What follows belongs to an exercise in optimizing a design on an open flow for small area, a short achievable clock period and few clock cycles; a production flow would make more cautious choices.
The RTL was checked by simulation tests, not by an equivalence proof against the original design.
Power and IR drop assume default switching activity.

[design/flow/config.mk]
export PLATFORM = sky130hd
export DESIGN_NAME = zz_extract
export DESIGN_NICKNAME = zz_extract
export VERILOG_FILES = /design/flow/design.v
export SDC_FILE = /design/flow/constraint.sdc
export NUM_CORES = 4
export LEC_CHECK = 0
export CAP_MARGIN = 20
export CORE_MARGIN = 2
export CORE_UTILIZATION = 65
export SETUP_SLACK_MARGIN = 5
export SLEW_MARGIN = 20
[design/flow/constraint.sdc]
create_clock -name core_clock -period 8.5 [get_ports {clk}]
set_input_delay 1.7000 -clock core_clock [delete_from_list [all_inputs] [get_ports {clk}]]
set_output_delay 1.7000 -clock core_clock [all_outputs]
set_load 0.01 [all_outputs]
[design/flow/design.v]
module zz_extract (
    input  wire        clk,
    input  wire        rst,
    input  wire        reg_valid,
    input  wire        reg_we,
    input  wire [7:0]  reg_addr,
    input  wire [31:0] reg_wdata,
    output reg  [31:0] reg_rdata,
    output wire        coef_req,
    output wire [15:0] coef_row,
    output wire [15:0] coef_col,
    input  wire [15:0] coef_rdata,
    output reg         pay_we,
    output wire [31:0] pay_addr,
    output reg  [7:0]  pay_wdata
);
    reg        busy, done;
    reg        init;           
    reg [15:0] grid_h, grid_w;
    reg        req;
    reg [12:0] bxi, byi;       
    reg [2:0]  r, c;           
    reg [3:0]  ech;            
    reg        v1;             
    reg        u2, b2;         
    reg [31:0] tcnt;           
    reg [31:0] len;            
    reg [28:0] outcnt;         
    reg        hdr_ok;
    reg        underrun;
    assign coef_req = req;
    assign coef_row = {byi, r};
    assign coef_col = {bxi, c};
    assign pay_addr = {3'd0, outcnt};
    wire host_wr   = reg_valid && reg_we;
    wire wr_ok     = host_wr && !busy;
    wire wr_ctrl   = wr_ok && (reg_addr == 8'h00);
    wire cmd_start = wr_ctrl && reg_wdata[0];
    wire cmd_clear = wr_ctrl && !reg_wdata[0] && reg_wdata[1];
    wire [12:0] wq  = grid_w[15:3];
    wire [2:0]  wr8 = grid_w[2:0];
    wire [12:0] hq  = grid_h[15:3];
    wire [2:0]  hr8 = grid_h[2:0];
    reg         lc, lb;                
    wire [2:0]  cm = lc ? wr8 - 3'd1 : 3'd7;
    wire [2:0]  rm = lb ? hr8 - 3'd1 : 3'd7;
    wire        blk_end = (r == rm) && (c == cm);
    wire        even    = ~(r[0] ^ c[0]);
    reg  [2:0]  nr, nc;
    always @(*) begin
        nr = r; nc = c;
        if (even) begin
            if (c == cm)          nr = r + 3'd1;
            else if (r == 3'd0)   nc = c + 3'd1;
            else begin            nr = r - 3'd1; nc = c + 3'd1; end
        end else begin
            if (r == rm)          nc = c + 3'd1;
            else if (c == 3'd0)   nr = r + 3'd1;
            else begin            nr = r + 3'd1; nc = c - 3'd1; end
        end
    end
    wire        first   = busy && init;
    wire [12:0] bxi_inc = bxi + 13'd1;
    wire [12:0] byi_inc = byi + 13'd1;
    wire [12:0] bxi_p2  = {bxi[12:1] + 12'd1, bxi[0]};
    wire [12:0] byi_p2  = {byi[12:1] + 12'd1, byi[0]};
    wire        w_le8 = (wq == 13'd0) || ((wq == 13'd1) && (wr8 == 3'd0));
    wire        h_le8 = (hq == 13'd0) || ((hq == 13'd1) && (hr8 == 3'd0));
    wire        x1_last = (wr8 != 3'd0) ? (bxi_inc == wq) : (bxi_p2 == wq);
    wire        y1_last = (hr8 != 3'd0) ? (byi_inc == hq) : (byi_p2 == hq);
    wire        nlc  = (first || lc) ? w_le8 : x1_last;
    wire        nlb  = first ? h_le8 : (lc ? y1_last : lb);
    wire        ncm0 = nlc && (wr8 == 3'd1);
    wire        nrm0 = nlb && (hr8 == 3'd1);
    wire        last = (lc && lb) || (ncm0 && nrm0);
    wire        g_empty = (grid_h == 16'd0) || (grid_w == 16'd0) ||
                          (ncm0 && nrm0);
    wire usable = !((coef_rdata[15:1] == 15'd0) || (coef_rdata == 16'hFFFF));
    wire pact = hdr_ok && !((len[31:29] == 3'd0) && (len[28:0] == outcnt));
    wire [31:0] status = {20'd0, 3'd0, done && !hdr_ok, 3'd0,
                          hdr_ok && (busy || done), done && underrun,
                          done && !hdr_ok, done, busy};
    always @(posedge clk) begin
        reg_rdata <= 32'd0;
        case (reg_addr)
            8'h04: reg_rdata <= status;
            8'h08: reg_rdata <= {16'd0, grid_h};
            8'h0C: reg_rdata <= {16'd0, grid_w};
            8'h10: if (!init) reg_rdata <= len;
            8'h14: if (!init) reg_rdata <= {3'd0, outcnt};
            8'h18: if (!init) reg_rdata <= tcnt;
            default: ;
        endcase
    end
    always @(posedge clk) begin
        b2 <= coef_rdata[0];
        if (first) begin
            bxi <= 13'd0;
            byi <= 13'd0;
            lc  <= nlc;
            lb  <= nlb;
            r   <= ncm0 ? 3'd1 : 3'd0;
            c   <= ncm0 ? 3'd0 : 3'd1;
        end else if (req) begin
            if (!blk_end) begin
                r <= nr;
                c <= nc;
            end else begin
                bxi <= lc ? 13'd0 : bxi_inc;
                if (lc) byi <= byi_inc;
                lc  <= nlc;
                lb  <= nlb;
                r   <= ncm0 ? 3'd1 : 3'd0;
                c   <= ncm0 ? 3'd0 : 3'd1;
            end
        end
        if (u2 && pact) begin
            case (tcnt[2:0])
                3'd0: pay_wdata <= {b2, 7'd0};
                3'd1: pay_wdata[6] <= b2;
                3'd2: pay_wdata[5] <= b2;
                3'd3: pay_wdata[4] <= b2;
                3'd4: pay_wdata[3] <= b2;
                3'd5: pay_wdata[2] <= b2;
                3'd6: pay_wdata[1] <= b2;
                default: pay_wdata[0] <= b2;
            endcase
        end
    end
    always @(posedge clk) begin
        if (rst) begin
            busy     <= 1'b0;
            done     <= 1'b0;
            init     <= 1'b0;
            grid_h   <= 16'd0;
            grid_w   <= 16'd0;
            req      <= 1'b0;
            ech      <= 4'd0;
            v1       <= 1'b0;
            u2       <= 1'b0;
            tcnt     <= 32'd0;
            len      <= 32'd0;
            outcnt   <= 29'd0;
            hdr_ok   <= 1'b0;
            underrun <= 1'b0;
            pay_we   <= 1'b0;
        end else begin
            init <= cmd_start || cmd_clear;
            if (cmd_start) begin
                busy <= 1'b1;
                done <= 1'b0;
            end else if (cmd_clear) begin
                done <= 1'b0;
            end
            if (wr_ok && reg_addr == 8'h08) grid_h <= reg_wdata[15:0];
            if (wr_ok && reg_addr == 8'h0C) grid_w <= reg_wdata[15:0];
            ech <= {ech[2:0], 1'b0};
            if (first) begin
                if (g_empty) ech[0] <= 1'b1;
                else         req    <= 1'b1;
            end else if (req && blk_end && last) begin
                req    <= 1'b0;
                ech[0] <= 1'b1;
            end
            if (ech[3]) begin
                busy <= 1'b0;
                done <= 1'b1;
            end
            v1 <= req;
            u2 <= v1 && usable;
            pay_we <= 1'b0;
            if (init) begin
                tcnt     <= 32'd0;
                len      <= 32'd0;
                outcnt   <= 29'd0;
                hdr_ok   <= 1'b0;
                underrun <= 1'b0;
            end else begin
                if (u2) begin
                    tcnt <= tcnt + 32'd1;
                    if (!hdr_ok) begin
                        len <= {len[30:0], b2};
                        if (tcnt[4:0] == 5'd31) hdr_ok <= 1'b1;
                    end else if (pact && tcnt[2:0] == 3'd7) begin
                        pay_we <= 1'b1;
                    end
                end
                if (pay_we) outcnt <= outcnt + 29'd1;
                if (ech[3] && pact) begin
                    underrun <= 1'b1;
                    if (tcnt[2:0] != 3'd0) pay_we <= 1'b1;
                end
            end
        end
    end
endmodule
[design/flow/flow/run.sh]
#!/bin/bash
# The standard layout (standard.sh), with the port buffers made of
# sky130_fd_sc_hd__buf_1 cells, a larger setup repair margin, and a clock
# tree of small clock buffers without dummy loads.
# make's full output goes to flow_make.log; ORFS keeps each step's own log
# under orfs/logs/.
set -uo pipefail
bash standard.sh "BUFFER_PORTS_ARGS=-buffer_cell sky130_fd_sc_hd__buf_1" SETUP_SLACK_MARGIN=5.7 \
  "CTS_ARGS=-sink_clustering_enable -repair_clock_nets -root_buf sky130_fd_sc_hd__clkbuf_8 -buf_list sky130_fd_sc_hd__clkbuf_8 -dont_use_dummy_load" \
  finish > flow_make.log 2>&1
[design/flow/standard.sh]
#!/bin/bash
# synth_recipe.tcl (not shown) runs the flow's synth.tcl, then flattens the netlist and writes it again
# the make line also repeats each setting of config.mk as NAME=value (left out here)
make -C /OpenROAD-flow-scripts/flow DESIGN_CONFIG=/design/flow/config.mk WORK_HOME=/design/flow/orfs CLKGATE_MAP_FILE= SYNTH_SCRIPT=/design/flow/synth_recipe.tcl "${@:-finish}"
==> results.txt, run 1 <==
* Run status: complete, no violations
* Cell area after synthesis at 10890 um^2
* Synth warn at 1
* Antenna viol nets, final at 0
* Initial antenna violation count at 0
* Final net count at 1563
* Top cells by count, synth: 197 x dfxtp_1, 180 x nand2_1, 159 x nor2_1
* Gr ovfl total at 0
* Setup TNS at 0 ps
* Die outline width at 133.4 um
* Ratio of total power to cell area at 137.0 nW/um^2
* Top cells by area, synth: dfxtp_1 36%, xor2_1 6.5%, nand2_1 6.2%
* Asr flop ratio synth at 0%
* Ys flop type: dfxtp_1
* Remaining DRCs at 0
* Final hold violations at 0
* Router iterations before antenna repair at 5
* Io pins at 166
* Worst setup margin at 5466 ps
* Post-synth EDFFs at 16
* Worst Skew at 51.01 ps
* Worst slack at placement at 3930 ps
* Detailed-placement wirelength estimate at 20400 um
* Port bufs at 146
* Clock Pin Slew Worst Setup and Hold Paths at 60 ps
* Relative slew slack at 56.32%
* Netlist cell types at 69
* Max-slew violation count at 0
* Mean routed wirelength per cell at 18.68 um
* Hold WC Path Type: reg -> reg
* Count leader, synth: dfxtp_1
* Largest net degree at the start of global routing at 97
* First-pass GRT wire length at 48700 um
* Number of H-tree levels at 2
* CP Class: in -> reg
* Sequential share of the synthesized area at 40.62%
* Ant diodes at 0
* Worst-Skew Late Latency at 530 ps
* Achievable Freq at 329.6 MHz
* Via count at 10411
* GRT Total Usage at 34.01%
* Post-synthesis cell count at 1319
* Crit end category: flop
* Clock sink total at 213
* Clk root buf: clkbuf_8
* Critical path required time at 8860 ps
* Leakage at 0.004856 uW
* Top cell type by total area after synthesis: dfxtp_1
* Row Count at 47
* Final setup vio count at 0
* Post-layout min period at 3034 ps
* RSZ-0062 raised after global routing: true
* Synthesized flop and latch total at 213
* Worst Setup Start Kind: input port
* Hold buffers post-CTS at 0
* Clk buf depth at 3
* Final worst-path cycle share at 35.70%
* Number of global-route vias before repair at 9500
* Top-area cell type share of the netlist area at 36.21%
* Core area at 16470 um^2
* Layout cells sized above 1 at 19.67%
* Vert. Die Dim at 133.4 um
* Die Area at 17810 um^2
* Starting Density at 66.15%
* Initial DRC Count at 975
* Actual slew at the worst max-slew pin at 655.1 ps
* Max-cap violations at 0
* Worst vdd rail ir drop at 151.7 uV
* Total CTS buffers at 36
* CTS tree: yes
* Synthesis-to-finish area growth at 20.22%
* Placer Congestion at 0.8937
* Vias per inst at 6.146
* Critical path data arrival time at 3390 ps
* WL final at 31650 um
* CP Max Fanout at 8
* Mapped Avg Cell Area at 8.258 um^2
==> cells by family (layout without fill, tap and decap cells) <==
group,count (synthesis),after routing,share of synthesized area (%)
AOI/OAI and AO/OA,235,235,12.96
xor gates and xnor gates,123,123,9.891
adders and majority gates,27,27,3.102
buffers and inverters,101,248,3.665
DFF,213,213,40.62
muxes,48,48,4.629
other,1,3,0.03443
and+or+nand+nor,571,577,25.10
==> through the flow <==
| stage | hold WS (ps) | total power [uW] | instances | utilization [%] | cell area, um^2 |
|---|---|---|---|---|---|
| finish | 457.8 | 1794 | 1694 | 79.52 | 13090 |
| global route | 465.1 | 1839 | 1694 | 79.52 | 13090 |
| CTS | 456.7 | 1801 | 1684 | 77.66 | 12790 |
| detailed placement | 430.9 | 1075 | 1616 | 69.95 | 11520 |
| global placement | 435.4 | 1075 | 1616 | 69.95 | 11520 |
| floorplan | 413.8 | 1060 | 1321 | - | 10990 |
==> where the power goes <==
group / internal, uW / total, uW / switching, uW
Sequential: 997 / 998 / 1.06
Combinational: 14.4 / 52.7 / 38.2
Clock: 374 / 743 / 369
==> worst max-delay path, cell delays in order <==
cell and delay (ps):
buf_1 70, or4_4 570, nor3_4 240, buf_6 150, and3_4 240, buf_12 140, nand2_8 90, nand2_1 120
a21oi_1 60
==> registers in the layout, summed over array words and instances (netlist names), 3 cells and up <==
name,count
len,32
reg_rdata,32
c,3
pay_wdata,8
grid_w,16
outcnt,29
byi,13
ech,4
bxi,13
r,3
tcnt,32
grid_h,16
==> repair_timing <==
action | 4_1_cts | 5_1_grt
hold endpoints to repair | 0 | 0
pin swaps | 47 | 27
endpoints found under the setup margin | 221 | 112
resized for setup | 179 | 83
cloned | 8 | 0
setup buffers | 24 | 10
==> area by class of cell <==
class,instances,area (um^2)
Timing Repair Buffer,192,1080
Tap cell,220,275.3
Multi-Input combinational cell,1013,6561
Clock buffer,36,495.5
Fill cell,1171,3372
Inverter,20,80.08
Sequential cell,213,4602
==> routing by layer <==
metal	track usage, %	wire [um]	vias to the layer above
met2	55.24	15100	483
li1	-	-	4911
met3	4.490	2077	98
met4	18.56	1599	0
met1	44.17	12880	4919
met5	0	0	-
==> path summary, 6_finish.rpt <==
path | start | to | depth (start not counted) | slack, ps
worst max register to register | byi[1] | req | 9 | 5700
worst min-delay path | ech[1] | ech[2] | 1 | 460
worst max-delay path | reg_addr[0] | grid_w[0] | 9 | 5470
worst min register to register | ech[1] | ech[2] | 1 | 460
==> placed cells by master, fill, tap and decap left out, types with 15 or more instances in the layout <==
cell	instances
a21oi_1	120
and3_1	15
buf_1	105
buf_2	21
buf_4	36
clkbuf_2	15
clkbuf_8	37
dfxtp_1	135
dfxtp_2	22
dfxtp_4	40
edfxtp_1	16
ha_1	23
inv_1	16
mux2i_1	40
nand2_1	151
nand2_2	23
nand3_1	44
nand4_1	28
nor2_1	159
nor3_1	15
nor4_1	23
o21ai_0	36
or3_1	21
xnor2_1	42
xor2_1	80
Testbench counts, summed over its fixed seeds: cycles 93,674.
==> run 2, diff against run 1 <==
--- a/design/flow/config.mk
+++ b/design/flow/config.mk
@@ -8,5 +8,5 @@
 export CAP_MARGIN = 20
 export CORE_MARGIN = 2
-export CORE_UTILIZATION = 65
+export CORE_UTILIZATION = 40
 export SETUP_SLACK_MARGIN = 5
 export SLEW_MARGIN = 20
==> run 2 against run 1 <==
Non-clock buffer count increased by 26. Setup slack improved by 70 ps. Critical path depth decreased by 3. Sequential power about the same. Core utilization decreased by 29 points. Combinational power increased by 4.2%. Global-route usage decreased by 12 points. Power increased by 1.4%. First-iteration DRC count decreased by 35%. Via count decreased by 2.6%. Critical endpoint is now reg_rdata[8]. Fmax increased by 2.4%.
==> results.txt, run 2 <==
* Run status: complete, no violations
* Number of H-tree levels at 2 (unchanged)
* Top-area cell type share of the netlist area at 36.21% (unchanged)
* Max-slew violation count at 0 (unchanged)
* Detailed-placement wirelength estimate at 21840 um (+7.0%)
* Via count at 10136 (-2.6%)
* Synthesized flop and latch total at 213 (unchanged)
* R2r startpoint: grid_h[0]
* R2R Path End: ech[0]
* Post-layout min period at 2964 ps (-70.32 ps)
* Clk network pwr share at 42.1% (+0.7 points)
* CP Max Fanout at 8 (unchanged)
* Core area at 26880 um^2 (+63%)
* Ys flop type: dfxtp_1
* Vias per inst at 5.497 (-11%)
* WL met3 at 1810 um (-13%)
* Row Count at 60 (+28%)
* Critical path data arrival time at 3410 ps (+20 ps)
* Setup TNS at 0 ps (unchanged)
* Die outline width at 169.0 um (+27%)
* Synth warn at 1 (unchanged)
* Antenna viol nets, final at 0 (unchanged)
* Critical path required time at 8940 ps (+80 ps)
* Mapped Avg Cell Area at 8.258 um^2 (unchanged)
* Most frequent cells in the layout: 164 x nand2_1, 139 x nor2_1, 134 x dfxtp_1
* CP Class: in -> reg
* Comb pwr share at 3.0% (about the same)
* Initial DRC Count at 635 (-35%)
* Final Non-Filler Cells at 1844 (+8.9%)
* Final worst-path cycle share at 34.87% (-0.83 points)
* Crit path launch: reg_addr[0]
* Relative slew slack at 56.40% (+0.072 points)
* Total CTS buffers at 38 (+5.6%)
* Count leader, synth: dfxtp_1
* RSZ-0062 raised after global routing: true
* Worst vdd rail ir drop at 86.28 uV (-43%)
* Top layer in use: met5
* Starting Density at 40.53% (-26 points)
* Mean routed wirelength per cell at 17.84 um (-4.5%)
* First-pass GRT wire length at 51050 um (+4.8%)
* WL final at 32890 um (+3.9%)
* Port bufs at 146 (unchanged)
* Ant diodes at 0 (unchanged)
* Crit path capture: reg_rdata[8]
* Leakage at 0.005036 uW (+3.7%)
* Achievable Freq at 337.4 MHz (+2.4%)
* Hold buffers post-CTS at 0 (unchanged)
* Hold path depth at 1 (unchanged)
* Cells after DPL at 1737 (+7.5%)
* Top cells by count, synth: 197 x dfxtp_1, 180 x nand2_1, 159 x nor2_1
* Placement Cell Area at 11670 um^2 (+1.3%)
* Top cells by area, synth: dfxtp_1 36%, xor2_1 6.5%, nand2_1 6.2%
* Vert. Die Dim at 169.0 um (+27%)
* Ratio of total power to cell area at 134.0 nW/um^2 (-2.2%)
* Layout cells sized above 1 at 21.96% (+2.3 points)
* Initial antenna violation count at 1 (+1)
* Asr flop ratio synth at 0% (unchanged)
* Remaining DRCs at 0 (unchanged)
* Synthesis-to-finish area growth at 24.63%
* Worst-Skew Late Latency at 530 ps (about the same)
* Number of global-route vias before repair at 9492 (-0.084%)
* Router iterations before antenna repair at 5 (unchanged)
* Largest net degree at the start of global routing at 97 (unchanged)
* DR WL met2 at 16050 um (+6.3%)
* Worst Setup Start Kind: input port
* Worst Skew at 52.91 ps (+1.898 ps)
* Gr ovfl total at 0 (unchanged)
* Actual slew at the worst max-slew pin at 654.1 ps (-1.082 ps)
* Post-synthesis cell count at 1319 (unchanged)
* Final hold violations at 0 (unchanged)
* Clk buf depth at 3 (unchanged)
* Sequential share of the synthesized area at 40.62% (unchanged)
* Die Area at 28560 um^2 (+60%)
* Crit end category: flop
* Reg2reg setup slack at 5660 ps (-40 ps)
* Switching power at 412.6 uW (+1.2%)
* Io pins at 166 (unchanged)
* Placer Congestion at 0.8619 (-3.6%)
* Final setup vio count at 0 (unchanged)
* Netlist cell types at 69 (unchanged)
* Cell area after layout at 13570 um^2 (+3.7%)
* GRT Total Usage at 22.40% (-12 points)
* Clk root buf: clkbuf_8
* CTS tree: yes
* Max-cap violations at 0 (unchanged)
* Worst setup margin at 5536 ps (+70.32 ps)
* Clock sink total at 213 (unchanged)
* Leading cell type in the layout, fill and taps excluded: nand2_1
* Internal at 1406 uW (+1.4%)
* Worst slack at placement at 3847 ps (-83.83 ps)
* Sequential share of power at 54.9% (-0.8 points)
* Largest regs: len x32, reg_rdata x32, tcnt x32
* Clock Pin Slew Worst Setup and Hold Paths at 50 ps (about the same)
* Hold_sp: ech[2]
* Final total power at 1818 uW (+1.4%)
* Top cell type by total area after synthesis: dfxtp_1
* Switching Share at 22.69% (-0.046 points)
* Reg2reg path depth at 10 (+1)
* Cell area after synthesis at 10890 um^2 (unchanged)
* M1 wire length at 14140 um (+9.8%)
* Final net count at 1592 (+1.9%)
* Post-synth EDFFs at 16 (unchanged)
* Hold WC Path Type: reg -> reg
run 2: cell types whose count changed in the layout (fill, tap and decap cells not counted), sizes merged:
cell / previous run / this run
and3: 20 / 19
buf: 175 / 203
or4b: 3 / 5
run 2: timing repair:
item	in CTS	in global routing
cloned	7	1
endpoints found under the hold margin	0	0
gates resized for setup	208	81
pin swaps	31	55
setup endpoints to repair	243	121
buffers inserted	26	35
run 2: cells by family after synthesis:
group                      count (synthesis)  synth area share (%)
buffers and inverters                    101                 3.665
muxes                                     48                 4.629
AOI/OAI and AO/OA                        235                 12.96
and+or+nand+nor                          571                 25.10
xor gates and xnor gates                 123                 9.891
other                                      1               0.03443
adders and majority gates                 27                 3.102
DFF                                      213                 40.62
run 2: how the worst min path moves through the flow:
stage                     slack, ps      to
after floorplan                 410  ech[1]
after global placement          420  ech[2]
after detailed placement        440  ech[2]
after CTS                       440  ech[1]
after global routing            450  ech[1]
final                           440  ech[3]
run 2: power groups by stage:
stage / Combinational, uW / Sequential [uW] / Clock, uW
after floorplan: 28.1 / 1030 / 0
after global placement: 44.7 / 1030 / 0
after detailed placement: 44.8 / 1030 / 0
after CTS: 51.8 / 1000 / 788
after global routing: 58.2 / 997 / 835
final: 54.9 / 998 / 766
run 2: worst max-delay path, stage by stage:
cell	delay, ps
buf_1	70
or4_4	580
or4b_4	630
buf_6	170
o21bai_4	130
a221o_1	120
run 2: layout make-up:
type | count | area, um^2
Tap cell | 341 | 426.7
Fill cell | 2602 | 13300
Clock buffer | 38 | 523.0
Multi-Input combinational cell | 1014 | 6646
Timing Repair Buffer | 218 | 1285
Sequential cell | 213 | 4613
Inverter | 20 | 80.08
run 2: per-layer routing:
layer / global-route usage, % / up-vias
met5: 0 / -
li1: - / 4955
met1: 28.40 / 4846
met4: 7.878 / 2
met3: 4.092 / 48
met2: 38.31 / 285
run 2: per-stage QoR:
stage                     hold WS, ps  utilization [%]
after global routing            451.0            50.51
after CTS                       440.9            48.53
after detailed placement        436.8            43.42
after global placement          424.1            43.42
after floorplan                 413.8                -
final                           442.9            50.51
==> run 3, diff against run 2 <==
--- a/design/flow/design.v
+++ b/design/flow/design.v
@@ -21,5 +21,5 @@
     reg [12:0] bxi, byi;       
     reg [2:0]  r, c;           
-    reg [3:0]  ech;            
+    reg [4:0]  ech;            
     reg        v1;             
     reg        u2, b2;         
@@ -136,5 +136,5 @@
             grid_w   <= 16'd0;
             req      <= 1'b0;
-            ech      <= 4'd0;
+            ech      <= 5'd0;
             v1       <= 1'b0;
             u2       <= 1'b0;
@@ -155,5 +155,5 @@
             if (wr_ok && reg_addr == 8'h08) grid_h <= reg_wdata[15:0];
             if (wr_ok && reg_addr == 8'h0C) grid_w <= reg_wdata[15:0];
-            ech <= {ech[2:0], 1'b0};
+            ech <= {ech[3:0], 1'b0};
             if (first) begin
                 if (g_empty) ech[0] <= 1'b1;
@@ -163,5 +163,5 @@
                 ech[0] <= 1'b1;
             end
-            if (ech[3]) begin
+            if (ech[4]) begin
                 busy <= 1'b0;
                 done <= 1'b1;
--- a/design/flow/config.mk
+++ b/design/flow/config.mk
@@ -11,2 +11,3 @@
 export SETUP_SLACK_MARGIN = 5
 export SLEW_MARGIN = 20
+export TNS_END_PERCENT = 0
==> run 3 against run 2 <==
Via count decreased by 5.6%. Core utilization decreased by 3.6 points. First-iteration DRC count increased by 47%. Sequential cell count increased by 1. Critical path type is now reg -> out. Largest power group unchanged.
==> results.txt, run 3 <==
* Number of H-tree levels at 2 (unchanged)
* Via count at 9569 (-5.6%)
* Top-area cell type share of the netlist area at 36.92% (+0.71 points)
* Setup TNS at 0 ps (unchanged)
* Clk root buf: clkbuf_8
* Initial DRC Count at 934 (+47%)
* Clock sink total at 214 (+0.47%)
* Remaining DRCs at 0 (unchanged)
* Vert. Die Dim at 167.8 um (-0.70%)
* CP max-delay cell: dfxtp_1
* Router iterations before antenna repair at 5 (unchanged)
* Antenna viol nets, final at 0 (unchanged)
* WL final at 30180 um (-8.2%)
* Max-slew violation count at 0 (unchanged)
* First-pass GRT wire length at 48020 um (-5.9%)
* Cell area after layout at 12310 um^2 (-9.3%)
* Row Count at 59 (-1.7%)
* Asr flop ratio synth at 0% (unchanged)
* Worst vdd rail ir drop at 65.81 uV (-24%)
* Top cell type by total area after synthesis: dfxtp_1
* Final hold violations at 0 (unchanged)
* Io pins at 166 (unchanged)
* Most frequent cells in the layout: 199 x nand2_1, 167 x dfxtp_1, 144 x buf_1
* Netlist cell types at 76 (+10%)
* Placement Cell Area at 11500 um^2 (-1.5%)
* Crit end category: output port
* Number of global-route vias before repair at 8733 (-8.0%)
* Mapped Avg Cell Area at 8.527 um^2 (+3.3%)
* Die outline width at 167.8 um (-0.70%)
* Layout cells sized above 1 at 10.26% (-12 points)
* GRT Total Usage at 21.05% (-1.4 points)
* Post-synth EDFFs at 16 (unchanged)
* Vias per inst at 5.534 (+0.69%)
* Gr ovfl total at 0 (unchanged)
* Worst-path cell chain: buf_1
* Synthesis-to-finish area growth at 14.63%
* Worst Setup Start Kind: flop
* Multi-input logic area at 6050 um^2 (-9.0%)
* CTS tree: yes
* Leakage at 0.004338 uW (-14%)
* Cell area after synthesis at 10740 um^2 (-1.4%)
* Initial antenna violation count at 0 (-1)
* Detailed-placement wirelength estimate at 21300 um (-2.5%)
* Worst-Skew Late Latency at 550 ps (+20 ps)
* Clock Pin Slew Worst Setup and Hold Paths at 60 ps (about the same)
* Buf/Inv on CP at 1 (-1)
* Count leader, synth: nand2_1
* Ant diodes at 0 (unchanged)
* Post-synthesis cell count at 1259 (-4.5%)
* Critical Path Max Stage Delay at 450 ps (-180 ps)
* Clk buf depth at 3 (unchanged)
* Final net count at 1483 (-6.8%)
* Leading cell type in the layout, fill and taps excluded: nand2_1
* Top cells by count, synth: 200 x nand2_1, 198 x dfxtp_1, 127 x nor2_1
* Synth warn at 1 (unchanged)
* Actual slew at the worst max-slew pin at 781.0 ps (+126.9 ps)
* Critical path required time at 6800 ps (-2140 ps)
* Top cells by area, synth: dfxtp_1 37%, nand2_1 7.0%, xor2_1 6.5%
* RSZ-0062 raised after global routing: true
* Max-cap violations at 0 (unchanged)
* Fillers at 2598 (-0.15%)
* Starting Density at 40.96% (+0.44 points)
* CP Class: reg -> out
* Worst Skew at 50.12 ps (-2.788 ps)
* Total CTS buffers at 39 (+2.6%)
* Die Area at 28170 um^2 (-1.4%)
* CP Max Fanout at 5 (-3)
* Run status: complete, no violations
* Critical path data arrival time at 1200 ps (-2210 ps)
* Hold buffers post-CTS at 0 (unchanged)
* Mean routed wirelength per cell at 17.45 um (-2.1%)
* Placer Congestion at 0.8228 (-4.5%)
* Critical path's top delay family: flip-flops
* Final worst-path cycle share at 34.08% (-0.79 points)
* Post-layout min period at 2897 ps (-66.75 ps)
* Relative slew slack at 47.86% (-8.5 points)
* Port bufs at 146 (unchanged)
* Core area at 26210 um^2 (-2.5%)
* Achievable Freq at 345.2 MHz (+2.3%)
* Largest net degree at the start of global routing at 97 (unchanged)
* Sequential share of the synthesized area at 41.40% (+0.78 points)
* Synthesized flop and latch total at 214 (+0.47%)
* Hold WC Path Type: reg -> reg
* Final setup vio count at 0 (unchanged)
* Ratio of total power to cell area at 149.3 nW/um^2 (+11%)
* Ys flop type: dfxtp_1
* Register Area at 4491 um^2 (-2.7%)
* Largest regs: len x32, reg_rdata x32, tcnt x32
run 3: cell type report:
class	count	area share, %
sequential	214	36.49
timing repair buffer	165	5.877
tap	335	3.406
multi-input combinational	953	49.16
clock buffer	39	4.362
inverter	23	0.7016
run 3: per-stage QoR:
| stage | worst slack, ps | util, % | hold WS, ps | power (uW) | cells |
|---|---|---|---|---|---|
| finish | 5603 | 46.96 | 427.9 | 1837 | 1729 |
| global route | 5556 | 46.96 | 443.9 | 1906 | 1729 |
| CTS | 5537 | 46.26 | 432.4 | 1857 | 1721 |
| detailed placement | 4598 | 43.88 | 424.7 | 1074 | 1679 |
| global placement | 4628 | 43.88 | 408.7 | 1073 | 1679 |
| floorplan | 5591 | - | 401.0 | 1058 | 1261 |
run 3: what timing repair did:
item	in CTS	in global routing
setup buffers	3	8
pin swaps	4	7
gates resized for setup	20	41
setup endpoints to repair	245	251
run 3: power by group:
part	total [uW]	internal (uW)	leakage (uW)	switching [uW]
sequential	1020	1010	0.00175	1.07
combinational	38.0	10.2	0.00231	27.7
clock	784	403	0.000280	380
run 3: worst paths after layout:
check	slack [ps]	startpoint	endpoint	cells past startpoint
worst max register to register	5680	grid_w[0]	c[0]	10
worst min register to register	430	ech[4]	busy	1
worst min-delay path	430	ech[4]	busy	1
worst max-delay path	5600	outcnt[26]	pay_addr[26]	1
run 3: logic make-up (layout without fill, tap and decap cells):
group	after synthesis	after routing	synth area share [%]
simple gates	538	538	24.20
compound gates	220	220	13.39
flops	214	214	41.40
xor+xnor	133	133	10.85
buf+inv	94	227	3.939
mux	32	32	3.042
fa+ha+maj	27	27	3.147
other cells	1	3	0.03493
run 3: metal layers:
layer	GRT usage [%]	wire length, um
met1	30.42	14230
met4	6.389	762
met2	32.05	13320
met5	0	0
met3	3.667	1867
Testbench counts of run 3, summed over its fixed seeds: cycles 93,754.
==> run 4, diff against run 3 <==
--- a/design/flow/config.mk
+++ b/design/flow/config.mk
@@ -11,3 +11,2 @@
 export SETUP_SLACK_MARGIN = 5
 export SLEW_MARGIN = 20
-export TNS_END_PERCENT = 0
==> run 4 against run 3 <==
Still clean on timing, DRC and antenna. Non-clock buffer count is 37 higher. Setup slack gained 110 ps. Global-route usage increased by 0.33 points. Sequential share of layout area fell by 0.44 points. Highest routed layer unchanged.
==> results.txt, run 4 <==
* Run status: complete, no violations
* Hold path depth at 1 (unchanged)
* Worst Setup Start Kind: flop
* Relative slew slack at 55.14% (+7.3 points)
* Placer Congestion at 0.8395 (+2.0%)
* Worst vdd rail ir drop at 100.6 uV (+53%)
* Die Area at 28170 um^2 (unchanged)
* Mean routed wirelength per cell at 17.54 um (+0.47%)
* Top cells by count, synth: 200 x nand2_1, 198 x dfxtp_1, 127 x nor2_1
* Ant diodes at 0 (unchanged)
* Critical path's top delay family: flip-flops
* Leakage at 0.004783 uW (+10%)
* Clk buf depth at 3 (unchanged)
* Remaining DRCs at 0 (unchanged)
* Gr ovfl total at 0 (unchanged)
* CTS tree: yes
* Initial antenna violation count at 0 (unchanged)
* GRT Total Usage at 21.38% (+0.33 points)
* Critical path data arrival time at 1080 ps (-120 ps)
* Detailed-placement wirelength estimate at 21650 um (+1.7%)
* Top cell type by total area after synthesis: dfxtp_1
* Vias per inst at 5.533 (about the same)
* Layout cells sized above 1 at 18.78% (+8.5 points)
* Vert. Die Dim at 167.8 um (unchanged)
* Actual slew at the worst max-slew pin at 672.8 ps (-108.1 ps)
* Clk root buf: clkbuf_8
* Final core occ at 49.10% (+2.1 points)
* Reg2reg setup slack at 5810 ps (+130 ps)
* Cell area after layout at 12870 um^2 (+4.6%)
* RSZ-0062 raised after global routing: true
* Worst-path cell chain: buf_1
* Achievable Freq at 359.2 MHz (+4.1%)
* Core area at 26210 um^2 (unchanged)
* Reg2reg path depth at 10 (unchanged)
* Hold WC Path Type: reg -> reg
* Synthesized flop and latch total at 214 (unchanged)
* Top-area cell type share of the netlist area at 36.92% (unchanged)
* Buf/Inv on CP at 1 (unchanged)
* Worst-Skew Late Latency at 530 ps (-20 ps)
* Number of global-route vias before repair at 8992 (+3.0%)
* Row Count at 59 (unchanged)
* Largest regs: len x32, reg_rdata x32, tcnt x32
* Final net count at 1521 (+2.6%)
* Post-synth EDFFs at 16 (unchanged)
* Io pins at 166 (unchanged)
* Critical path depth at 1 (unchanged)
* Clock sink total at 214 (unchanged)
* Max-slew violation count at 0 (unchanged)
* CP max-delay cell: edfxtp_1
* Final setup vio count at 0 (unchanged)
* Mapped Avg Cell Area at 8.527 um^2 (unchanged)
* Synthesis-to-finish area growth at 19.85%
* Top cells by area, synth: dfxtp_1 37%, nand2_1 7.0%, xor2_1 6.5%
* Critical Path Max Stage Delay at 410 ps (-40 ps)
* Cell area after synthesis at 10740 um^2 (unchanged)
* Setup TNS at 0 ps (unchanged)
* First-pass GRT wire length at 48450 um (+0.90%)
* Via count at 9777 (+2.2%)
* Starting Density at 40.96% (unchanged)
* Antenna viol nets, final at 0 (unchanged)
* Placement Cell Area at 11510 um^2 (+0.13%)
* Worst Skew at 44.45 ps (-5.674 ps)
* Crit path launch: c[0]
* Crit end category: output port
* Clock Pin Slew Worst Setup and Hold Paths at 60 ps (about the same)
* Sequential share of the synthesized area at 41.40% (unchanged)
* Critical path required time at 6800 ps (about the same)
* Post-layout min period at 2784 ps (-112.9 ps)
* Largest net degree at the start of global routing at 97 (unchanged)
* Total CTS buffers at 39 (unchanged)
* Final hold violations at 0 (unchanged)
* WL final at 30990 um (+2.7%)
* Port bufs at 146 (unchanged)
* Ys flop type: dfxtp_1
* CP Class: reg -> out
* Most frequent cells in the layout: 198 x nand2_1, 137 x dfxtp_1, 126 x nor2_1
* Ratio of total power to cell area at 141.9 nW/um^2 (-5.0%)
* CP Max Fanout at 2 (-3)
* Count leader, synth: nand2_1
* Initial DRC Count at 654 (-30%)
* Hold WS at 438.6 ps (+10.61 ps)
* Router iterations before antenna repair at 9 (+4)
* Number of H-tree levels at 2 (unchanged)
* Asr flop ratio synth at 0% (unchanged)
* Max-cap violations at 0 (unchanged)
* Crit path capture: coef_col[0]
* Leading cell type in the layout, fill and taps excluded: nand2_1
* Synth warn at 1 (unchanged)
* Die outline width at 167.8 um (unchanged)
* Final total power at 1825 uW (-0.65%)
* Final worst-path cycle share at 32.76% (-1.3 points)
* R2r startpoint: grid_w[0]
* Hold buffers post-CTS at 0 (unchanged)
* R2R Path End: c[0]
* Netlist cell types at 76 (unchanged)
* Hold_sp: ech[4]
* Post-synthesis cell count at 1259 (unchanged)
[run 4: through the flow]
step | instances | worst slack, ps
6_report | 1767 | 5716
5_1_grt | 1767 | 5626
4_1_cts | 1741 | 5610
3_5_place_dp | 1679 | 4685
3_3_place_gp | 1679 | 4333
2_1_floorplan | 1261 | 5593
[run 4: power breakdown]
| group | internal [uW] | switching (uW) | total [uW] | leakage (uW) |
|---|---|---|---|---|
| registers | 1000 | 0.816 | 1000 | 0.00178 |
| clock network | 404 | 380 | 784 | 0.000280 |
| logic | 11.4 | 28.8 | 40.2 | 0.00273 |
| total | 1420 | 410 | 1830 | 0.00478 |
[run 4: area by class of cell]
type                       instances  area, um^2
clock buffer                      39       536.8
fill                            2580       13340
inverter                          23       86.33
multi-input combinational        954        6111
sequential                       214        4638
tap                              335       419.2
timing repair buffer             202        1075
[run 4: how the worst min path moves through the flow]
stage               slack (ps)  endpoint
detailed placement         420      busy
global placement           420    ech[3]
global route               460      busy
CTS                        440      busy
finish                     440      busy
floorplan                  400      busy
[run 4: logic make-up after synthesis]
family                     Yosys count  synth area share [%]
buffers and inverters               94                 3.939
DFF                                214                 41.40
muxes                               32                 3.042
other                                1               0.03493
and+or+nand+nor                    538                 24.20
adders and majority gates           27                 3.147
AOI/OAI and AO/OA                  220                 13.39
xor gates and xnor gates           133                 10.85
[run 4: layer usage]
metal | part of all wire (%) | global-route usage [%] | vias to the layer above
li1 | - | - | 4797
met1 | 44 | 28.74 | 4587
met2 | 47 | 35.02 | 343
met3 | 6.9 | 3.832 | 50
met4 | 2.1 | 6.692 | 0
met5 | 0 | 0 | -
[run 4: what timing repair did]
| item | 4_1_cts | 5_1_grt |
|---|---|---|
| gates resized for setup | 151 | 50 |
| hold endpoints to repair | 0 | 0 |
| cloned | 1 | 0 |
| pin swaps | 9 | 10 |
| buffers inserted | 22 | 26 |
| endpoints found under the setup margin | 241 | 149 |
==> run 5, diff against run 4 <==
--- a/design/flow/flow/run.sh
+++ b/design/flow/flow/run.sh
@@ -6,5 +6,5 @@
 # under orfs/logs/.
 set -uo pipefail
-bash standard.sh "BUFFER_PORTS_ARGS=-buffer_cell sky130_fd_sc_hd__buf_1" SETUP_SLACK_MARGIN=5.7 \
+bash standard.sh "BUFFER_PORTS_ARGS=-buffer_cell sky130_fd_sc_hd__buf_1" SETUP_SLACK_MARGIN=5.85 \
   "CTS_ARGS=-sink_clustering_enable -repair_clock_nets -root_buf sky130_fd_sc_hd__clkbuf_8 -buf_list sky130_fd_sc_hd__clkbuf_8 -dont_use_dummy_load" \
   finish > flow_make.log 2>&1
==> run 5 against run 4 <==
First-iteration DRC count increased by 3.4%. Clock skew rose by 11 ps. Synthesized cell count unchanged. Die area stayed put. Combinational power is 4% higher. Clock power rose by 0.5%. Via count increased by 1.5%. Sequential share of layout area down 2.4 points. Register-to-register slack about the same. Final area grew 8.3%. Wire length is 4.0% higher. Largest cell class unchanged. Highest routed layer unchanged.
==> results.txt, run 5 <==
* Number of H-tree levels at 2 (unchanged)
* Hold_sp: ech[4]
* Synthesis-to-finish area growth at 29.80%
* Synthesized flop and latch total at 214 (unchanged)
* Clock Pin Slew Worst Setup and Hold Paths at 60 ps (about the same)
* Crit path launch: r[2]
* Max-slew violation count at 0 (unchanged)
* Placer Congestion at 0.8483 (+1.0%)
* Synth warn at 1 (unchanged)
* Leakage at 0.005372 uW (+12%)
* Mean routed wirelength per cell at 17.81 um (+1.5%)
* Clk buf depth at 3 (unchanged)
* Buf/Inv on CP at 1 (unchanged)
* CP Class: reg -> out
* Reg2reg path depth at 10 (unchanged)
* Router iterations before antenna repair at 8 (-1)
* Worst vdd rail ir drop at 86.64 uV (-14%)
* Top-area cell type share of the netlist area at 36.92% (unchanged)
* Remaining DRCs at 0 (unchanged)
* Ratio of total power to cell area at 131.1 nW/um^2 (-7.6%)
* Hold WC Path Type: reg -> reg
* Core area at 26210 um^2 (unchanged)
* Row Count at 59 (unchanged)
* Max-cap violations at 0 (unchanged)
* Worst slack at placement at 4708 ps (+22.70 ps)
* Initial antenna violation count at 0 (unchanged)
* Gr ovfl total at 0 (unchanged)
* WL final at 32230 um (+4.0%)
* Achievable Freq at 361.8 MHz (+0.72%)
* Post-synthesis cell count at 1259 (unchanged)
* R2r startpoint: grid_w[0]
* Critical path's top delay family: flip-flops
* Worst Setup Start Kind: flop
* Worst Skew at 55.14 ps (+10.69 ps)
* Critical path data arrival time at 1060 ps (-20 ps)
* R2R Path End: c[0]
* Die Area at 28170 um^2 (unchanged)
* Clock sink total at 214 (unchanged)
* Sequential share of the synthesized area at 41.40% (unchanged)
* Cell area after synthesis at 10740 um^2 (unchanged)
* Most frequent cells in the layout: 197 x nand2_1, 125 x nor2_1, 116 x dfxtp_1
* Detailed-placement wirelength estimate at 21300 um (-1.7%)
* Io pins at 166 (unchanged)
* Mapped Avg Cell Area at 8.527 um^2 (unchanged)
* CP Max Fanout at 2 (unchanged)
* Top cells by count, synth: 200 x nand2_1, 198 x dfxtp_1, 127 x nor2_1
* Largest regs: len x32, reg_rdata x32, tcnt x32
* Hold EP: busy
* CP max-delay cell: edfxtp_1
* Critical Path Max Stage Delay at 400 ps (about the same)
* Leading cell type in the layout, fill and taps excluded: nand2_1
* Vert. Die Dim at 167.8 um (unchanged)
* Netlist cell types at 76 (unchanged)
* GRT Total Usage at 22.19% (+0.81 points)
* Crit end category: output port
* Actual slew at the worst max-slew pin at 684.0 ps (+11.20 ps)
* Ys flop type: dfxtp_1
* Setup TNS at 0 ps (unchanged)
* CTS tree: yes
* Final hold violations at 0 (unchanged)
* Reg2reg setup slack at 5820 ps (about the same)
* Starting Density at 40.96% (unchanged)
* Hold path depth at 1 (unchanged)
* RSZ-0062 raised after global routing: true
* Worst setup margin at 5736 ps (+19.94 ps)
* Worst-Skew Late Latency at 540 ps (about the same)
* Top cells by area, synth: dfxtp_1 37%, nand2_1 7.0%, xor2_1 6.5%
* Clk root buf: clkbuf_8
* Worst-path cell chain: clkbuf_2
* Post-layout min period at 2764 ps (-19.94 ps)
* Final worst-path cycle share at 32.52% (-0.23 points)
* Antenna viol nets, final at 0 (unchanged)
* Ant diodes at 0 (unchanged)
* Post-synth EDFFs at 16 (unchanged)
* Final net count at 1564 (+2.8%)
* Total CTS buffers at 39 (unchanged)
* Via count at 9928 (+1.5%)
* Count leader, synth: nand2_1
* Vias per inst at 5.485 (-0.87%)
* Layout cells sized above 1 at 27.53% (+8.7 points)
* First-pass GRT wire length at 50640 um (+4.5%)
* Top cell type by total area after synthesis: dfxtp_1
* Largest net degree at the start of global routing at 49 (-49%)
* Port bufs at 146 (unchanged)
* Die outline width at 167.8 um (unchanged)
* Critical path required time at 6800 ps (about the same)
* Initial DRC Count at 676 (+3.4%)
* Relative slew slack at 54.40% (-0.75 points)
* Run status: complete, no violations
* Asr flop ratio synth at 0% (unchanged)
* Final setup vio count at 0 (unchanged)
* Number of global-route vias before repair at 9501 (+5.7%)
[run 5: kinds of logic after synthesis]
group           count (synthesis)  synth area share, %
other cells                     1              0.03493
xor+xnor                      133                10.85
flops                         214                41.40
simple gates                  538                24.20
mux                            32                3.042
fa+ha+maj                      27                3.147
buf+inv                        94                3.939
compound gates                220                13.39
[run 5: worst max path at each step]
| stage | depth (start not counted) | end |
|---|---|---|
| final | 1 | coef_row[2] |
| after global routing | 10 | ech[0] |
| after CTS | 1 | coef_row[2] |
| after detailed placement | 6 | grid_h[6] |
| after global placement | 4 | reg_rdata[0] |
| after floorplan | 6 | grid_h[10] |
[run 5: layout make-up]
class | instances | area (um^2)
Sequential cell | 214 | 4695
Clock buffer | 39 | 536.8
Inverter | 23 | 88.84
Timing Repair Buffer | 244 | 1949
Fill cell | 2433 | 12270
Tap cell | 335 | 419.2
Multi-Input combinational cell | 955 | 6246
[run 5: power breakdown]
group | total [uW] | switching, uW | internal (uW) | leakage [uW]
combinational | 41.7 | 30.0 | 11.7 | 0.00330
clock | 788 | 384 | 404 | 0.000280
sequential | 997 | 0.783 | 996 | 0.00179
[run 5: per-stage QoR]
stage	instance area [um^2]	cells	hold WS, ps	util (%)	power, uW
6_report	13930	1810	432.2	53.17	1827
5_1_grt	13930	1810	445.3	53.17	1895
4_1_cts	13610	1792	431.8	51.92	1847
3_5_place_dp	11530	1678	422.3	43.99	1073
3_3_place_gp	11530	1678	410.8	43.99	1073
2_1_floorplan	11000	1261	401.0	-	1062
[run 5: per-layer routing]
layer	part of all wire, %	GRT usage (%)	vias up
met2	48	38.02	275
met1	43	28.63	4731
met4	2.7	7.146	0
met3	5.7	3.550	60
met5	0	0	-
li1	-	-	4862
[run 5: repair_timing]
| action | in CTS | in global routing |
|---|---|---|
| pin swaps | 12 | 14 |
| endpoints found under the hold margin | 0 | 0 |
| endpoints found under the setup margin | 296 | 191 |
| resized for setup | 342 | 56 |
| setup buffers | 74 | 16 |
| hold buffers | 0 | 0 |
| gates cloned | 1 | 2 |
==> run 6, diff against run 5 <==
--- a/design/flow/flow/run.sh
+++ b/design/flow/flow/run.sh
@@ -6,5 +6,5 @@
 # under orfs/logs/.
 set -uo pipefail
-bash standard.sh "BUFFER_PORTS_ARGS=-buffer_cell sky130_fd_sc_hd__buf_1" SETUP_SLACK_MARGIN=5.85 \
+bash standard.sh "BUFFER_PORTS_ARGS=-buffer_cell sky130_fd_sc_hd__buf_1" SETUP_SLACK_MARGIN=5.6 \
   "CTS_ARGS=-sink_clustering_enable -repair_clock_nets -root_buf sky130_fd_sc_hd__clkbuf_8 -buf_list sky130_fd_sc_hd__clkbuf_8 -dont_use_dummy_load" \
   finish > flow_make.log 2>&1
--- a/design/flow/config.mk
+++ b/design/flow/config.mk
@@ -11,2 +11,3 @@
 export SETUP_SLACK_MARGIN = 5
 export SLEW_MARGIN = 20
+export TNS_END_PERCENT = 0
==> run 6 against run 5 <==
Core utilization decreased by 6.8 points. Cell count down 4.8%. Non-clock buffer count down 85. Critical endpoint is now coef_row[3]. Hold slack worse by 1.1 ps. Synthesized area did not move. Count of clock-buffer cells in the layout is the same. Clock skew down 17 ps. Combinational power fell by about 10%. Critical path depth is the same. First-iteration DRC count up 12%.
==> results.txt, run 6 <==
* Critical path required time at 6800 ps (about the same)
* Setup TNS at 0 ps (unchanged)
* Post-synthesis cell count at 1259 (unchanged)
* Top cell type by total area after synthesis: dfxtp_1
* Final net count at 1477 (-5.6%)
* Mapped Avg Cell Area at 8.527 um^2 (unchanged)
* Relative slew slack at 46.84% (-7.6 points)
* Layout cells sized above 1 at 7.277% (-20 points)
* Ratio of total power to cell area at 151.0 nW/um^2 (+15%)
* Number of H-tree levels at 2 (unchanged)
* Actual slew at the worst max-slew pin at 797.4 ps (+113.3 ps)
* Post-synthesis adder-cell area fraction at 3.147% (unchanged)
* Most frequent cells in the layout: 199 x nand2_1, 193 x dfxtp_1, 144 x buf_1
* Remaining DRCs at 0 (unchanged)
* Worst-Skew Late Latency at 530 ps (about the same)
* Multi-input logic area at 5974 um^2 (-4.3%)
* Leading cell type in the layout, fill and taps excluded: nand2_1
* Gr ovfl total at 0 (unchanged)
* Vias per inst at 5.518 (+0.61%)
* R2r startpoint: grid_w[0]
* Hold WC Path Type: reg -> reg
* CP max-delay cell: dfxtp_1
* Number of global-route vias before repair at 8817 (-7.2%)
* Largest net degree at the start of global routing at 97 (+98%)
* Synth warn at 1 (unchanged)
* Sequential share of the synthesized area at 41.40% (unchanged)
* Max-cap violations at 0 (unchanged)
* Io pins at 166 (unchanged)
* Largest regs: len x32, reg_rdata x32, tcnt x32
* Hold WS at 431.1 ps (-1.101 ps)
* GR Util met3 at 3.526% (-0.024 points)
* First-pass GRT wire length at 47600 um (-6.0%)
* Clock Pin Slew Worst Setup and Hold Paths at 60 ps (about the same)
* Critical Path Max Stage Delay at 540 ps (+140 ps)
* Row Count at 59 (unchanged)
* Mux share of post-synthesis cell area at 3.042% (unchanged)
* Post-synthesis xor/xnor area fraction at 10.85% (unchanged)
* Port bufs at 146 (unchanged)
* Top cells by count, synth: 200 x nand2_1, 198 x dfxtp_1, 127 x nor2_1
* Reg2reg path depth at 10 (unchanged)
* Placer Congestion at 0.8429 (-0.64%)
* Post-Synth Simple-Gate Area at 24.20% (unchanged)
* Clk root buf: clkbuf_8
* Fillers at 2680 (+10%)
* Synthesized flop and latch total at 214 (unchanged)
* Max-slew violation count at 0 (unchanged)
* Cell area after synthesis at 10740 um^2 (unchanged)
* Total CTS buffers at 39 (unchanged)
* Critical path data arrival time at 1250 ps (+190 ps)
* Asr flop ratio synth at 0% (unchanged)
* Worst vdd rail ir drop at 84.87 uV (-2.0%)
* Register Area at 4451 um^2 (-5.2%)
* Initial DRC Count at 759 (+12%)
* Mean routed wirelength per cell at 17.37 um (-2.5%)
* Die outline width at 167.8 um (unchanged)
* Count leader, synth: nand2_1
* Leakage at 0.004274 uW (-20%)
* Vert. Die Dim at 167.8 um (unchanged)
* Starting Density at 40.96% (unchanged)
* Top cells by area, synth: dfxtp_1 37%, nand2_1 7.0%, xor2_1 6.5%
* Worst Setup Start Kind: flop
* Core area at 26210 um^2 (unchanged)
* Clk buf depth at 3 (unchanged)
* Buf/Inv on CP at 1 (unchanged)
* Router iterations before antenna repair at 5 (-3)
* GR peak layer: met2
* Crit end category: output port
* Clock sink total at 214 (unchanged)
* Hold path depth at 1 (unchanged)
* Post-layout min period at 2953 ps (+189.1 ps)
* Ys flop type: dfxtp_1
* Worst Skew at 38.17 ps (-16.97 ps)
* Met2 Use GR at 32.43% (-5.6 points)
* Synthesis-to-finish area growth at 13.10%
* Final worst-path cycle share at 34.75% (+2.2 points)
* Run status: complete, no violations
* WL final at 29920 um (-7.2%)
* Final total power at 1833 uW (+0.37%)
* GRT Total Usage at 20.87% (-1.3 points)
* Largest family of logic cells by synthesized area: simple AND/OR/NAND/NOR gates
* CP Max Fanout at 10 (+8)
* Final hold violations at 0 (unchanged)
* Grt met1 use at 29.58% (+0.95 points)
* Final setup vio count at 0 (unchanged)
* R2R Path End: c[0]
* Top-area cell type share of the netlist area at 36.92% (unchanged)
* Die Area at 28170 um^2 (unchanged)
* Initial antenna violation count at 0 (unchanged)
* Synth Area in Compound Gates at 13.39% (unchanged)
* Detailed-placement wirelength estimate at 21300 um (about the same)
* Worst-path cell chain: buf_1
* Via count at 9508 (-4.2%)
* Antenna viol nets, final at 0 (unchanged)
* CTS tree: yes
* RSZ-0062 raised after global routing: true
* Reg2reg setup slack at 5590 ps (-230 ps)
* Achievable Freq at 338.6 MHz (-6.4%)
* Hold_sp: ech[4]
* Ant diodes at 0 (unchanged)
* Post-synth EDFFs at 16 (unchanged)
* CP Class: reg -> out
* Hold EP: busy
* Critical path's top delay family: flip-flops
* Netlist cell types at 76 (unchanged)
==> run 6: cell types whose count changed in the layout (fill, tap and decap cells not counted), sizes merged <==
| cell | change |
|---|---|
| or2 | -2 |
| buf | -73 |
| clkbuf | -12 |
==> run 6: cell families (layout without fill, tap and decap cells) <==
family	Yosys count	in the layout
simple gates	538	538
flops	214	214
mux	32	32
fa+ha+maj	27	27
other cells	1	3
compound gates	220	220
buf+inv	94	221
xor+xnor	133	133
==> run 6: worst max-delay path by stage <==
stage	depth (start not counted)	endpoint	start	slack (ps)
final	1	coef_row[3]	byi[0]	5550
after global placement	4	reg_rdata[0]	reg_addr[2]	4680
after CTS	10	bxi[3]	grid_h[0]	5520
after global routing	10	byi[12]	grid_w[0]	5390
after floorplan	7	reg_rdata[16]	reg_addr[2]	5580
after detailed placement	4	reg_rdata[0]	reg_addr[2]	4590
==> run 6: per-layer routing <==
metal	part of all wire, %	up-vias	wire length (um)
met2	45	278	13370
met5	0	-	0
li1	-	4707	-
met3	5.4	58	1615
met1	47	4465	14170
met4	2.6	0	773
==> run 6: metrics by stage <==
stage,worst slack (ps),util (%),cells,instance area (um^2)
3_5_place_dp,4593,43.85,1678,11490
6_report,5547,46.33,1723,12140
4_1_cts,5516,46.17,1720,12100
2_1_floorplan,5578,-,1261,10810
5_1_grt,5395,46.33,1723,12140
3_3_place_gp,4678,43.85,1678,11490
==> run 6: power breakdown <==
group	total [uW]	leakage, uW	switching (uW)	internal, uW
sequential	1020	0.00173	0.982	1020
clock	779	0.000280	376	404
combinational	37.5	0.00226	27.4	10.1
==> run 6: what timing repair did <==
action                     CTS  global route
buffers inserted             3             3
hold buffers                 0             0
pin swaps                    2             2
gates resized for setup     13             5
setup endpoints to repair  155           215
==> run 6: cell type report <==
class | count | share of cell area [%]
clock buffer | 39 | 4.421
inverter | 23 | 0.7110
multi-input combinational | 953 | 49.21
sequential | 214 | 36.66
tap | 335 | 3.452
timing repair buffer | 159 | 5.554
==> run 7, diff against run 6 <==
--- a/design/flow/flow/run.sh
+++ b/design/flow/flow/run.sh
@@ -6,5 +6,5 @@
 # under orfs/logs/.
 set -uo pipefail
-bash standard.sh "BUFFER_PORTS_ARGS=-buffer_cell sky130_fd_sc_hd__buf_1" SETUP_SLACK_MARGIN=5.6 \
+bash standard.sh "BUFFER_PORTS_ARGS=-buffer_cell sky130_fd_sc_hd__buf_1" SETUP_SLACK_MARGIN=5.8 \
   "CTS_ARGS=-sink_clustering_enable -repair_clock_nets -root_buf sky130_fd_sc_hd__clkbuf_8 -buf_list sky130_fd_sc_hd__clkbuf_8 -dont_use_dummy_load" \
   finish > flow_make.log 2>&1
==> run 7 against run 6 <==
Largest cell class unchanged. Cell count increased by 1.0%. Die area unchanged. Critical path type is now in -> reg. Highest routed layer unchanged. Register-to-register slack improved by 140 ps.
==> results.txt, run 7 <==
* Fillers at 2589 (-3.4%)
* Layout cells sized above 1 at 15.01% (+7.7 points)
* Worst setup margin at 5667 ps (+120.3 ps)
* Post-layout min period at 2833 ps (-120.3 ps)
* Detailed-placement wirelength estimate at 21300 um (about the same)
* Worst-path cell chain: clkbuf_4 > nor3b_4 > buf_12 > a222oi_1 > o221ai_1
* Initial antenna violation count at 0 (unchanged)
* WL final at 30640 um (+2.4%)
* First-pass GRT wire length at 48770 um (+2.5%)
* Clk buf depth at 3 (unchanged)
* Top cells by area, synth: dfxtp_1 37%, nand2_1 7.0%, xor2_1 6.5%
* CP max-delay cell: a222oi_1
* Number of H-tree levels at 2 (unchanged)
* Via count at 9636 (+1.3%)
* Most frequent cells in the layout: 199 x nand2_1, 138 x dfxtp_1, 126 x nor2_1
* Remaining DRCs at 0 (unchanged)
* Vert. Die Dim at 167.8 um (unchanged)
* Mean routed wirelength per cell at 17.60 um (+1.3%)
* Worst-Skew Late Latency at 550 ps (+20 ps)
* Asr flop ratio synth at 0% (unchanged)
* Ys flop type: dfxtp_1
* Leakage at 0.004542 uW (+6.3%)
* Crit end category: flop
* Placer Congestion at 0.8228 (-2.4%)
* CTS tree: yes
* Final hold violations at 0 (unchanged)
* Final setup vio count at 0 (unchanged)
* Final worst-path cycle share at 33.33% (-1.4 points)
* Core area at 26210 um^2 (unchanged)
* Sequential share of the synthesized area at 41.40% (unchanged)
* Synthesized flop and latch total at 214 (unchanged)
* Clk network pwr share at 42.9% (+0.4 points)
* Post-synth EDFFs at 16 (unchanged)
* Relative slew slack at 50.10% (+3.3 points)
* Number of global-route vias before repair at 8903 (+0.98%)
* Worst vdd rail ir drop at 66.16 uV (-22%)
* Switching Share at 22.48% (+0.43 points)
* Leading cell type in the layout, fill and taps excluded: nand2_1
* Clock sink total at 214 (unchanged)
* Clk root buf: clkbuf_8
* Netlist cell types at 76 (unchanged)
* Top cell type by total area after synthesis: dfxtp_1
* Post-synthesis cell count at 1259 (unchanged)
* Switching power at 411.2 uW (+1.7%)
* Mapped Avg Cell Area at 8.527 um^2 (unchanged)
* Achievable Freq at 353.0 MHz (+4.2%)
* CP Class: in -> reg
* Critical path required time at 8850 ps (+2050 ps)
* Top-area cell type share of the netlist area at 36.92% (unchanged)
* Max-slew violation count at 0 (unchanged)
* Clock Pin Slew Worst Setup and Hold Paths at 50 ps (about the same)
* Router iterations before antenna repair at 7 (+2)
* Top cells by count, synth: 200 x nand2_1, 198 x dfxtp_1, 127 x nor2_1
* Internal at 1418 uW (-0.76%)
* Final net count at 1495 (+1.2%)
* Row Count at 59 (unchanged)
* RSZ-0062 raised after global routing: true
* Critical path data arrival time at 3180 ps (+1930 ps)
* Comb pwr share at 2.1% (about the same)
* Synthesis-to-finish area growth at 17.20%
* Total CTS buffers at 39 (unchanged)
* Run status: complete, no violations
* Ratio of total power to cell area at 145.4 nW/um^2 (-3.7%)
* Worst slack at placement at 4598 ps (+5.030 ps)
* Io pins at 166 (unchanged)
* Max-cap violations at 0 (unchanged)
* Die outline width at 167.8 um (unchanged)
* Critical Path Max Stage Delay at 490 ps (-50 ps)
* Gr ovfl total at 0 (unchanged)
* Initial DRC Count at 828 (+9.1%)
* Antenna viol nets, final at 0 (unchanged)
* Setup TNS at 0 ps (unchanged)
* Final core occ at 48.01% (+1.7 points)
* Port bufs at 146 (unchanged)
* Worst Setup Start Kind: input port
* Ant diodes at 0 (unchanged)
* Sequential share of power at 55.0% (-0.4 points)
* Synth warn at 1 (unchanged)
* Die Area at 28170 um^2 (unchanged)
* Largest net degree at the start of global routing at 97 (unchanged)
* Starting Density at 40.96% (unchanged)
* CP Max Fanout at 32 (+22)
* Hold WC Path Type: reg -> reg
* Largest regs: len x32, reg_rdata x32, tcnt x32
* Cell area after synthesis at 10740 um^2 (unchanged)
* GRT Total Usage at 21.40% (+0.53 points)
* Actual slew at the worst max-slew pin at 745.1 ps (-52.25 ps)
* Worst Skew at 47.77 ps (+9.597 ps)
* Count leader, synth: nand2_1
* Vias per inst at 5.535 (+0.30%)
run 7: changes by cell type in the layout (fill, tap and decap cells not counted), sizes merged:
cell and delta:
buf +18
run 7: worst max-delay path: cells and delay by family:
| kind | cells | cell delay [ps] |
|---|---|---|
| compound gates | 2 | 740 |
| buf+inv | 2 | 620 |
| simple gates | 1 | 90 |
run 7: cell families after synthesis:
group	synth area share (%)
mux	3.042
fa+ha+maj	3.147
buf+inv	3.939
flops	41.40
simple gates	24.20
compound gates	13.39
xor+xnor	10.85
other cells	0.03493
run 7: layout make-up:
class | count | area (um^2) | area share, %
multi-input combinational | 953 | 6076 | 48.29
sequential | 214 | 4604 | 36.60
timing repair buffer | 177 | 857.1 | 6.812
clock buffer | 39 | 536.8 | 4.266
tap | 335 | 419.2 | 3.331
inverter | 23 | 88.84 | 0.7060
run 7: final timing paths:
kind | from | endpoint | slack (ps) | depth (start not counted)
worst min register to register | ech[4] | busy | 430 | 1
worst min-delay path | ech[4] | busy | 430 | 1
worst max register to register | grid_w[0] | c[0] | 5730 | 10
worst max-delay path | reg_addr[2] | reg_rdata[0] | 5670 | 5
run 7: repair_timing:
item	4_1_cts	5_1_grt
setup endpoints to repair	293	284
resized for setup	139	17
pin swaps	13	6
buffers inserted	19	4
hold buffers	0	0
cloned	0	0
run 7: metrics by stage:
step	power (uW)	instance area [um^2]	hold slack, ps	std cells
floorplan	1058	10810	401.0	1261
global placement	1073	11500	408.7	1679
detailed placement	1074	11500	424.7	1679
CTS	1847	12490	432.3	1737
global route	1898	12580	443.9	1741
finish	1829	12580	428.3	1741
run 7: layer usage:
| layer | vias to the layer above | track usage, % | share of wire, % |
|---|---|---|---|
| met3 | 63 | 3.714 | 6.1 |
| met4 | 0 | 7.259 | 2.9 |
| li1 | 4724 | - | - |
| met2 | 293 | 32.43 | 44 |
| met1 | 4556 | 30.79 | 47 |
| met5 | - | 0 | 0 |
run 7: power groups by stage:
stage,combinational (uW),sequential [uW],clock [uW]
after global placement,36.3,1040,0
after detailed placement,36.5,1040,0
after floorplan,21.2,1040,0
after global routing,41.7,1000,852
final,38.9,1010,785
after CTS,37.8,1010,803
==> run 8, diff against run 7 <==
--- a/design/flow/flow/run.sh
+++ b/design/flow/flow/run.sh
@@ -7,4 +7,4 @@
 set -uo pipefail
 bash standard.sh "BUFFER_PORTS_ARGS=-buffer_cell sky130_fd_sc_hd__buf_1" SETUP_SLACK_MARGIN=5.8 \
-  "CTS_ARGS=-sink_clustering_enable -repair_clock_nets -root_buf sky130_fd_sc_hd__clkbuf_8 -buf_list sky130_fd_sc_hd__clkbuf_8 -dont_use_dummy_load" \
+  "CTS_ARGS=-sink_clustering_enable -repair_clock_nets -root_buf sky130_fd_sc_hd__clkbuf_8 -buf_list sky130_fd_sc_hd__clkbuf_8 -dont_use_dummy_load -sink_clustering_size 12 -sink_clustering_max_diameter 60" \
   finish > flow_make.log 2>&1
==> run 8 against run 7 <==
Register-to-register slack got worse by 50 ps. Synthesized cell count unchanged. Sequential power about the same. Clock skew increased by 29 ps. Setup slack got worse by 29 ps. Critical path depth increased by 1. Power decreased by 9.8%. Final area decreased by 2.5%. Clock power decreased by 23%. Hold slack improved by 9.1 ps. Critical path type unchanged. Largest power group unchanged. Highest routed layer unchanged.
==> results.txt, run 8 <==
* Run status: complete, no violations
* Hold WC Path Type: reg -> reg
* Number of H-tree levels at 1 (-1)
* Worst-Skew Late Latency at 570 ps (+20 ps)
* Placer Congestion at 0.8228 (unchanged)
* RSZ-0062 raised after global routing: true
* Critical path required time at 8900 ps (+50 ps)
* Remaining DRCs at 0 (unchanged)
* Top-area cell type share of the netlist area at 36.92% (unchanged)
* Final hold violations at 0 (unchanged)
* Total CTS buffers at 25 (-36%)
* CP max-delay cell: a222oi_1
* Clk root buf: clkbuf_8
* GRT Total Usage at 20.88% (-0.52 points)
* Sequential share of the synthesized area at 41.40% (unchanged)
* Worst Setup Start Kind: input port
* Io pins at 166 (unchanged)
* Cell area after synthesis at 10740 um^2 (unchanged)
* Vert. Die Dim at 167.8 um (unchanged)
* Count leader, synth: nand2_1
* Synth warn at 1 (unchanged)
* CTS tree: yes
* Synthesized flop and latch total at 214 (unchanged)
* R2r startpoint: grid_w[0]
* Worst-path cell chain: buf_1 > nor3_2 > nor3b_4 > buf_6 > a222oi_1 > o221ai_1
* Worst Skew at 76.70 ps (+28.94 ps)
* Mapped Avg Cell Area at 8.527 um^2 (unchanged)
* Leakage at 0.004399 uW (-3.1%)
* Cell area after layout at 12270 um^2 (-2.5%)
* Number of global-route vias before repair at 8671 (-2.6%)
* Hold WS at 437.4 ps (+9.110 ps)
* Fillers at 2609 (+0.77%)
* Top cells by count, synth: 200 x nand2_1, 198 x dfxtp_1, 127 x nor2_1
* Clock Pin Slew Worst Setup and Hold Paths at 70 ps (+20 ps)
* Multi-input logic area at 6036 um^2 (-0.66%)
* Register Area at 4584 um^2 (-0.43%)
* Netlist cell types at 76 (unchanged)
* Post-layout min period at 2863 ps (+29.49 ps)
* CP Class: in -> reg
* Actual slew at the worst max-slew pin at 756.8 ps (+11.70 ps)
* First-pass GRT wire length at 47890 um (-1.8%)
* Layout cells sized above 1 at 13.28% (-1.7 points)
* Port bufs at 146 (unchanged)
* Initial DRC Count at 961 (+16%)
* Die outline width at 167.8 um (unchanged)
* CP Max Fanout at 32 (unchanged)
* Max-cap violations at 0 (unchanged)
* Most frequent cells in the layout: 199 x nand2_1, 142 x dfxtp_1, 126 x nor2_1
* Leading cell type in the layout, fill and taps excluded: nand2_1
* Post-synth EDFFs at 16 (unchanged)
* Row Count at 59 (unchanged)
* Final worst-path cycle share at 33.68% (+0.35 points)
* Placement Cell Area at 11500 um^2 (unchanged)
* Ys flop type: dfxtp_1
* Asr flop ratio synth at 0% (unchanged)
* Critical path's top delay family: compound AO/OA/AOI/OAI gates
* Largest net degree at the start of global routing at 97 (unchanged)
* Worst vdd rail ir drop at 93.35 uV (+41%)
* Critical path data arrival time at 3260 ps (+80 ps)
* Router iterations before antenna repair at 9 (+2)
* Mean routed wirelength per cell at 17.42 um (-0.99%)
* Crit end category: flop
* Clk buf depth at 3 (unchanged)
* Synthesis-to-finish area growth at 14.27%
* Setup TNS at 0 ps (unchanged)
* Vias per inst at 5.517 (-0.32%)
* Post-synthesis cell count at 1259 (unchanged)
* Die Area at 28170 um^2 (unchanged)
* Largest regs: len x32, reg_rdata x32, tcnt x32
* Detailed-placement wirelength estimate at 21300 um (unchanged)
* Starting Density at 40.96% (unchanged)
run 8: worst paths after layout:
path	cells after the start	slack (ps)	end
worst max-delay path	6	5640	reg_rdata[0]
worst min-delay path	1	440	busy
worst max register to register	10	5680	c[0]
worst min register to register	1	440	busy
run 8: final cells by class:
| type | instances | area share (%) |
|---|---|---|
| clock buffers | 25 | 2.805 |
| inverters | 23 | 0.7038 |
| multi-input cells | 953 | 49.20 |
| flip-flops and latches | 214 | 37.37 |
| well taps | 335 | 3.417 |
| repair buffers | 171 | 6.497 |
run 8: logic make-up after synthesis:
family	share of synthesized area, %
AOI/OAI and AO/OA	13.39
buffers and inverters	3.939
and+or+nand+nor	24.20
adders and majority gates	3.147
xor gates and xnor gates	10.85
DFF	41.40
other	0.03493
muxes	3.042
run 8: through the flow:
stage	power (uW)	util [%]	worst slack [ps]	cells
after floorplan	1058	-	5591	1261
after global placement	1073	43.88	4628	1679
after detailed placement	1074	43.88	4598	1679
after CTS	1668	46.63	5648	1718
after global routing	1708	46.81	5586	1721
final	1650	46.81	5637	1721
run 8: what timing repair did:
item                       4_1_cts  5_1_grt
hold buffers                     0        0
buffers inserted                14        3
setup endpoints to repair      295      285
resized for setup              128        6
pin swaps                        7        6
run 8: worst reg2reg max path: stages (launching register included):
cell and delay, ps:
dfxtp_4 380, inv_2 100, ha_4 160, nand2b_4 90, a311oi_2 280, nand3_1 120, or3b_1 360, a2111o_1 440
o31ai_4 320, nand3_2 130, o31a_1 130
run 8: power breakdown:
part           internal [uW]  switching, uW  leakage, uW  total, uW
sequential              1000           1.07      0.00177       1000
combinational           10.2           27.7      0.00245       37.9
clock                    260            346     0.000180        607
total                   1270            375      0.00440       1650
run 8: layer usage:
metal	GRT usage (%)	part of all wire, %	vias to the layer above	wire length, um
li1	-	-	4687	-
met1	30.93	48	4477	14350
met2	31.94	45	288	13350
met3	2.680	5.5	43	1659
met4	5.671	2.1	0	622
met5	0	0	-	0

Check on run 8: ideal ports give 5.637 ns setup slack; a clkbuf_16 on the clock port and buf_2 on the inputs give 5.630 ns; moving port delays by the midpoint clock arrival (0.575 ns) as well gives 5.063 ns.
